Source: an optimization exercise on an open RTL-to-GDS flow (aim: small area, a short achievable clock period and few clock cycles). Production flows keep margins and buffers that such runs may drop.
The RTL was checked by simulation tests, not by an equivalence proof against the original design.
No activity file was given, so power comes from the tool's default toggle rates.

Setup of build 25:
## rcb_canvas
module rcb_canvas (
    input  wire        clk,
    input  wire        rst,
    input  wire        cmd_valid,
    output wire        cmd_ready,
    input  wire [3:0]  cmd_op,
    input  wire [31:0] cmd_a,
    input  wire [31:0] cmd_b,
    input  wire        cmd_flag,
    input  wire [31:0] cmd_color,
    output reg         rsp_valid,
    output reg  [1:0]  rsp_code,
    output reg  [31:0] rsp_data
);
    localparam OP_NOP   = 4'd0;
    localparam OP_CLEAR = 4'd1;
    localparam OP_ARC   = 4'd2;
    localparam OP_FILL  = 4'd3;
    localparam OP_DECAY = 4'd4;
    localparam OP_A2L   = 4'd5;
    localparam OP_RDPIX = 4'd6;
    localparam OP_WRPIX = 4'd7;
    localparam OP_SETN  = 4'd8;
    localparam RSP_OK     = 2'd0;
    localparam RSP_RANGE  = 2'd2;
    localparam RSP_BADOPC = 2'd3;
    reg        rdy;                  
    reg        p_v;                  
    reg [3:0]  p_op;
    reg [31:0] p_a, p_b, p_col;
    reg        p_fl;
    reg        c_v;                  
    reg        c_go;                 
    reg [3:0]  c_op;
    reg [31:0] c_a, c_b, c_col;
    reg        c_fl;
    reg        c_ge;                 
    reg        c_frng;               
    reg        c_srng;               
  ...
For scale: ~11,000 cells after synthesis, roughly 1,700 flip-flops.
clock: 45.0 ns
lec_check: 0
cap_margin: 20
core_margin: 2
core_utilization: 35
place_density: 0.5
slew_margin: 20
run.sh (not shown) runs the stock make flow with config.mk's settings and CLKGATE_MAP_FILE= SYNTH_SCRIPT=/design/flow/synth_recipe.tcl, a recipe that flattens the netlist after the stock synthesis.
Build 25 went all the way through synthesis, placement and routing and the layout is clean on timing, DRC and antenna.
Testbench counts of build 25, summed over its fixed seeds: cycles 4,562.
Here is what was changed in the inputs of trial 51 compared with build 25.
# build 25
export LEC_CHECK = 0
export CAP_MARGIN = 20
export CORE_MARGIN = 2
export CORE_UTILIZATION = 35
export PLACE_DENSITY = 0.5
export SLEW_MARGIN = 20
create_clock -name core_clock -period 45.0 [get_ports {clk}]
# trial 51
export LEC_CHECK = 0
export CAP_MARGIN = 20
export CORE_MARGIN = 2
export CORE_UTILIZATION = 60
export PLACE_DENSITY = 0.7
export SLEW_MARGIN = 20
create_clock -name core_clock -period 45.0 [get_ports {clk}]
==> flow/flow/run.sh (new file) <==
#!/bin/bash
# Own layout flow: the standard ORFS flow (standard.sh, with its standard
# synthesis), with the timing repair asked to leave a setup margin, so that the
# resizer sizes and buffers the longest paths. Same clock, constraints and
# steps as the standard flow. Each step's full output goes to a log here.
set -euo pipefail
cd "$(dirname "$0")/.."
bash standard.sh SETUP_SLACK_MARGIN=${MARGIN:-34} finish > standard_flow.log 2>&1
==> flow/standard.sh (new file) <==
#!/bin/bash
# synth_recipe.tcl (not shown) runs the flow's synth.tcl, then flattens the netlist and writes it again
# the make line also repeats each setting of config.mk as NAME=value (left out here)
make -C /OpenROAD-flow-scripts/flow DESIGN_CONFIG=/design/flow/config.mk WORK_HOME=/design/flow/orfs CLKGATE_MAP_FILE= SYNTH_SCRIPT=/design/flow/synth_recipe.tcl "${@:-finish}"
removed: flow/run.sh
[summary]
- Critical path depth was higher in build 25 than in trial 51.
- Trial 51 against build 25; final area is down slightly.
- Cmp trial 51 and build 25 / number of well taps / higher: build 25
- NOTE: final critical delay including setup and external delays in trial 51 falls short of that of build 25
- Trial 51 against build 25: cell count went down; number of clock-tree buffers in the layout went up.
- Count of buffer and inverter cells on the critical path (higher): build 25
- Relative contribution of the clock network to total power in trial 51 is 0.7 points lower than in build 25
- The origin of the worst setup path comes out n_q[2]$_SDFF_PP0_ in one run and rsp_data[15]$_DFFE_PP_ in the other, namely in build 25 and trial 51 respectively.

Another version of the RTL of rcb_canvas (not shown whole).
For scale: roughly 11000 cells after synthesis, about 140 I/O pins.
export LEC_CHECK = 0
export CAP_MARGIN = 20
export CORE_MARGIN = 2
export CORE_UTILIZATION = 35
export CTS_BUF_LIST = sky130_fd_sc_hd__clkbuf_8
export CTS_CLUSTER_SIZE = 30
export PLACE_DENSITY = 0.5
export SLEW_MARGIN = 20
create_clock -name core_clock -period 45.0 [get_ports {clk}]
standard.sh (not shown) runs the stock make flow with config.mk's settings and CLKGATE_MAP_FILE= SYNTH_SCRIPT=/design/flow/synth_recipe.tcl, a recipe that flattens the netlist after the stock synthesis.
==> flow/flow/run.sh <==
#!/bin/bash
# Own layout flow: the standard ORFS flow (standard.sh, with its standard
# synthesis and the design's clock and constraints), with two layout choices:
#  - the timing repair is asked to leave a setup margin, so that the resizer
#    sizes and buffers the longest paths;
#  - the port buffers that the standard flow inserts on every input and
#    output are buf_4 cells instead of the platform's delay buffers.
# Each step's full output goes to standard_flow.log here.
set -euo pipefail
cd "$(dirname "$0")/.."
bash standard.sh SETUP_SLACK_MARGIN=34.9 \
    "BUFFER_PORTS_ARGS=-buffer_cell sky130_fd_sc_hd__buf_4" finish > standard_flow.log 2>&1
Testbench counts at the start, summed over its fixed seeds: cycles 4,562.
Next try:
--- a/flow/config.mk
+++ b/flow/config.mk
@@ -9,6 +9,4 @@
 export CORE_MARGIN = 2
 export CORE_UTILIZATION = 35
-export CTS_BUF_LIST = sky130_fd_sc_hd__clkbuf_8
-export CTS_CLUSTER_SIZE = 30
 export PLACE_DENSITY = 0.5
 export SLEW_MARGIN = 20
What happened: The new run finished clean. Clock skew fell by 0.048 ns. Clock power rose by about a fifth. Cell area rose slightly. Worst hold slack gains 0.031 ns.

[port drivers added, routing unchanged]
How much do the figures lean on ideal ports? The routed layouts below were timed once more, with nothing changed but the port constraints. Step 1 (the two cells are an assumption about what drives the block):
set clk [get_ports {clk}]
set_driving_cell -lib_cell sky130_fd_sc_hd__clkbuf_16 $clk
set_driving_cell -lib_cell sky130_fd_sc_hd__buf_2 [delete_from_list [all_inputs] $clk]
Step 2 moves the port delays by t, midway between the first and last clock arrival at a register: inputs arrive t later, outputs are due t later. That takes back most of the time a late clock gives input paths. Slacks: no drivers / after step 1 / after step 2; pairs: no drivers / after step 1.
run | t, ns | setup WS [ns] | hold slack, ns | clock arrival spread, ns | worst register clock-pin slew, ns
build 25 | 0.948 | 32.248 / 32.248 / 32.248 | 0.352 / 0.352 / 0.352 | 0.107 / 0.108 | 0.07 / 0.07
trial 51 | 0.931 | 34.036 / 33.936 / 33.902 | 0.336 / 0.336 / 0.336 | 0.099 / 0.098 | 0.08 / 0.08
the first run of note 2 | 1.129 | 34.458 / 34.349 / 34.616 | 0.313 / 0.313 / 0.313 | 0.138 / 0.138 | 0.07 / 0.07
the second run of note 2 | 0.990 | 34.553 / 34.445 / 34.622 | 0.344 / 0.344 / 0.344 | 0.085 / 0.085 | 0.07 / 0.07
After both steps setup and hold are still met in every run listed. For trial 51, which loses most, drivers alone change the setup slack by -0.100 ns; drivers and shift together by -0.134 ns.
